Source: an optimization exercise on an open RTL-to-GDS flow (aim: small area, a short achievable clock period and few clock cycles). Production flows keep margins and buffers that such runs may drop. In this exercise RTL edits were held to simulation tests only and were not proved equivalent to the original. No activity file was given, so power comes from the tool's default toggle rates.

==> flow/design.v (excerpt) <==
module bfi_decoder (
    input  wire         clk,
    input  wire         rst,
    input  wire         req_valid,
    output wire         req_ready,
    input  wire [7:0]   req_cmd,
    input  wire [15:0]  req_len,
    input  wire [39:0]  req_fields,
    input  wire [4:0]   req_p,
    input  wire [127:0] req_widths,
    input  wire [15:0]  req_n,
    input  wire [63:0]  req_ts,
    output wire         mem_req,
    output wire [15:0]  mem_addr,
    input  wire         mem_gnt,
    input  wire [7:0]   mem_rdata,
    output wire         ang_valid,
    input  wire         ang_ready,
    output wire [15:0]  ang_data,
    output reg          resp_valid,
    output wire [3:0]   resp_status,
    output wire [63:0]  resp_data,
    output wire [4:0]   resp_p,
    output wire [15:0]  resp_n,
    output wire [127:0] resp_widths,
    output wire [5:0]   resp_dtn,
    output wire [23:0]  err_required,
    output wire [18:0]  err_available,
    output wire [7:0]   err_given,
    output wire [3:0]   err_allowed
);
Settings: LEC_CHECK=0, CAP_MARGIN=20, CORE_MARGIN=2, CORE_UTILIZATION=40, CTS_CLUSTER_DIAMETER=80, CTS_CLUSTER_SIZE=20, SLEW_MARGIN=20, TNS_END_PERCENT=5; clock period 15.0 ns.
standard.sh (not shown) runs the stock make flow with config.mk's settings and CLKGATE_MAP_FILE= SYNTH_SCRIPT=/design/flow/synth_recipe.tcl, a recipe that flattens the netlist after the stock synthesis.
==> flow/flow/run.sh <==
#!/bin/bash
# Standard ORFS layout, with two changes to how it is made:
#  - the I/O ports are buffered with buf_1 (then resized by repair) instead of
#    the default delay-buffer cell;
#  - timing repair keeps working until the setup slack reaches the margin, past
#    the 15 ns clock.
set -euo pipefail
bash standard.sh "BUFFER_PORTS_ARGS=-buffer_cell sky130_fd_sc_hd__buf_1" \
    SETUP_SLACK_MARGIN=${MARGIN:-11} finish > standard.log 2>&1
Testbench counts at the start, summed over its fixed seeds: cycles 66,115.
Next try:
--- a/flow/flow/run.sh
+++ b/flow/flow/run.sh
@@ -9 +9 @@
-    SETUP_SLACK_MARGIN=${MARGIN:-11} finish > standard.log 2>&1
+    SETUP_SLACK_MARGIN=${MARGIN:-10.7} finish > standard.log 2>&1
Settings changed: CORE_UTILIZATION 40 to 55, CTS_CLUSTER_DIAMETER 80 to 90, CTS_CLUSTER_SIZE 20 to 24, TNS_END_PERCENT 5 to default.
Setup slack is worse by 0.0057 ns.
Hold slack improved by 0.024 ns.
Critical path depth is unchanged.
Final cell count fell by a few percent.
Fmax is about the same.
Final area went down by a few percent.
Next try:
Settings changed: CORE_UTILIZATION 55 to 60.
Result: Maximum frequency stays flat; wire length decreases by 1.4%; count of clock-buffer cells in the layout decreases by 4; via count increases by 0.84%.

* * *

Starting RTL as in the previous note.
==> flow/config.mk <==
export PLATFORM = sky130hd
export DESIGN_NAME = bfi_decoder
export DESIGN_NICKNAME = bfi_decoder
export VERILOG_FILES = /design/flow/design.v
export SDC_FILE = /design/flow/constraint.sdc
export NUM_CORES = 4
export LEC_CHECK = 0
export CAP_MARGIN = 20
export CORE_MARGIN = 2
export CORE_UTILIZATION = 50
export CTS_CLUSTER_DIAMETER = 90
export CTS_CLUSTER_SIZE = 24
export SLEW_MARGIN = 20
==> flow/constraint.sdc <==
create_clock -name core_clock -period 15.0 [get_ports {clk}]
set_input_delay 3.0000 -clock core_clock [delete_from_list [all_inputs] [get_ports {clk}]]
set_output_delay 3.0000 -clock core_clock [all_outputs]
set_load 0.01 [all_outputs]
==> flow/flow/run.sh <==
#!/bin/bash
# Standard ORFS layout, with two changes to how it is made:
#  - the I/O ports are buffered with buf_1 (then resized by repair) instead of
#    the default delay-buffer cell;
#  - timing repair keeps working until the setup slack reaches the margin, past
#    the 15 ns clock.
set -euo pipefail
bash standard.sh "BUFFER_PORTS_ARGS=-buffer_cell sky130_fd_sc_hd__buf_1" \
    SETUP_SLACK_MARGIN=${MARGIN:-10.7} finish > standard.log 2>&1
Testbench counts at the start, summed over its fixed seeds: cycles 66,115.
Change:
--- a/flow/flow/run.sh
+++ b/flow/flow/run.sh
@@ -7,3 +7,3 @@
 set -euo pipefail
 bash standard.sh "BUFFER_PORTS_ARGS=-buffer_cell sky130_fd_sc_hd__buf_1" \
-    SETUP_SLACK_MARGIN=${MARGIN:-10.7} finish > standard.log 2>&1
+    SETUP_SLACK_MARGIN=${MARGIN:-10.65} finish > standard.log 2>&1
Settings changed: CORE_UTILIZATION 50 to 55.
Result: The changed run passed the timing, design-rule and antenna checks; final area decreases by about 0.9%; setup slack degrades by 69 ps; routed wire length decreases by about 4%; synthesized area does not change; power decreases by about 1.6%; clock-buffer cell count decreases by 3; synthesized cell count does not change; via count hardly moves; worst hold slack improves by 3.9 ps; sequential share of layout area increases by 0.31 points; cell count decreases by about 1.2%.
Change:
--- a/flow/flow/run.sh
+++ b/flow/flow/run.sh
@@ -7,3 +7,3 @@
 set -euo pipefail
 bash standard.sh "BUFFER_PORTS_ARGS=-buffer_cell sky130_fd_sc_hd__buf_1" \
-    SETUP_SLACK_MARGIN=${MARGIN:-10.65} finish > standard.log 2>&1
+    SETUP_SLACK_MARGIN=${MARGIN:-10.7} finish > standard.log 2>&1
Settings changed: CORE_UTILIZATION 55 to 65, CTS_CLUSTER_DIAMETER 90 to 80, CTS_CLUSTER_SIZE 24 to 20.
Result:
- global-route usage went up by 9.5 points
- area after synthesis stays the same
- worst setup slack improved by 19 ps
- total power went up by 3.6%
- design area went up by 0.69%
- die area went down by 15%

-- separate check: timing with driven ports --
In the flow no input, the clock included, has a driving cell. The finished layouts below were timed again as built, in two steps.
Step 1: set_driving_cell puts a clkbuf_16 on clk and a buf_2 on each other input, an assumption about the parent block.
Step 2, shift: input delay + t, output delay - t, t = (earliest + latest rising clock arrival at the registers) / 2. This alone moves slack from input paths to output paths.
Slacks: ideal / step 1 / step 2; pairs: ideal / step 1.
| run | t (ns) | slack for setup (ns) | hold slack, ns | latest minus earliest clock arrival (ns) |
|---|---|---|---|---|
| the first run of note 1 | 0.633 | 10.698 / 10.636 / 10.112 | 0.485 / 0.485 / 0.485 | 0.030 / 0.030 |
| the second run of note 1 | 0.572 | 10.692 / 10.634 / 10.282 | 0.509 / 0.509 / 0.509 | 0.026 / 0.026 |
| the third run of note 1 | 0.577 | 10.681 / 10.621 / 10.189 | 0.512 / 0.512 / 0.512 | 0.018 / 0.018 |
| the first run of note 2 | 0.589 | 10.691 / 10.634 / 10.187 | 0.508 / 0.508 / 0.508 | 0.018 / 0.018 |
| the second run of note 2 | 0.581 | 10.622 / 10.636 / 10.074 | 0.512 / 0.512 / 0.512 | 0.027 / 0.027 |
| the third run of note 2 | 0.595 | 10.641 / 10.628 / 10.081 | 0.517 / 0.517 / 0.517 | 0.034 / 0.035 |
After both steps setup and hold are still met in every run listed. The setup slack of the first run of note 1, which loses most, moves by -0.062 ns with the drivers and by -0.586 ns with both steps.
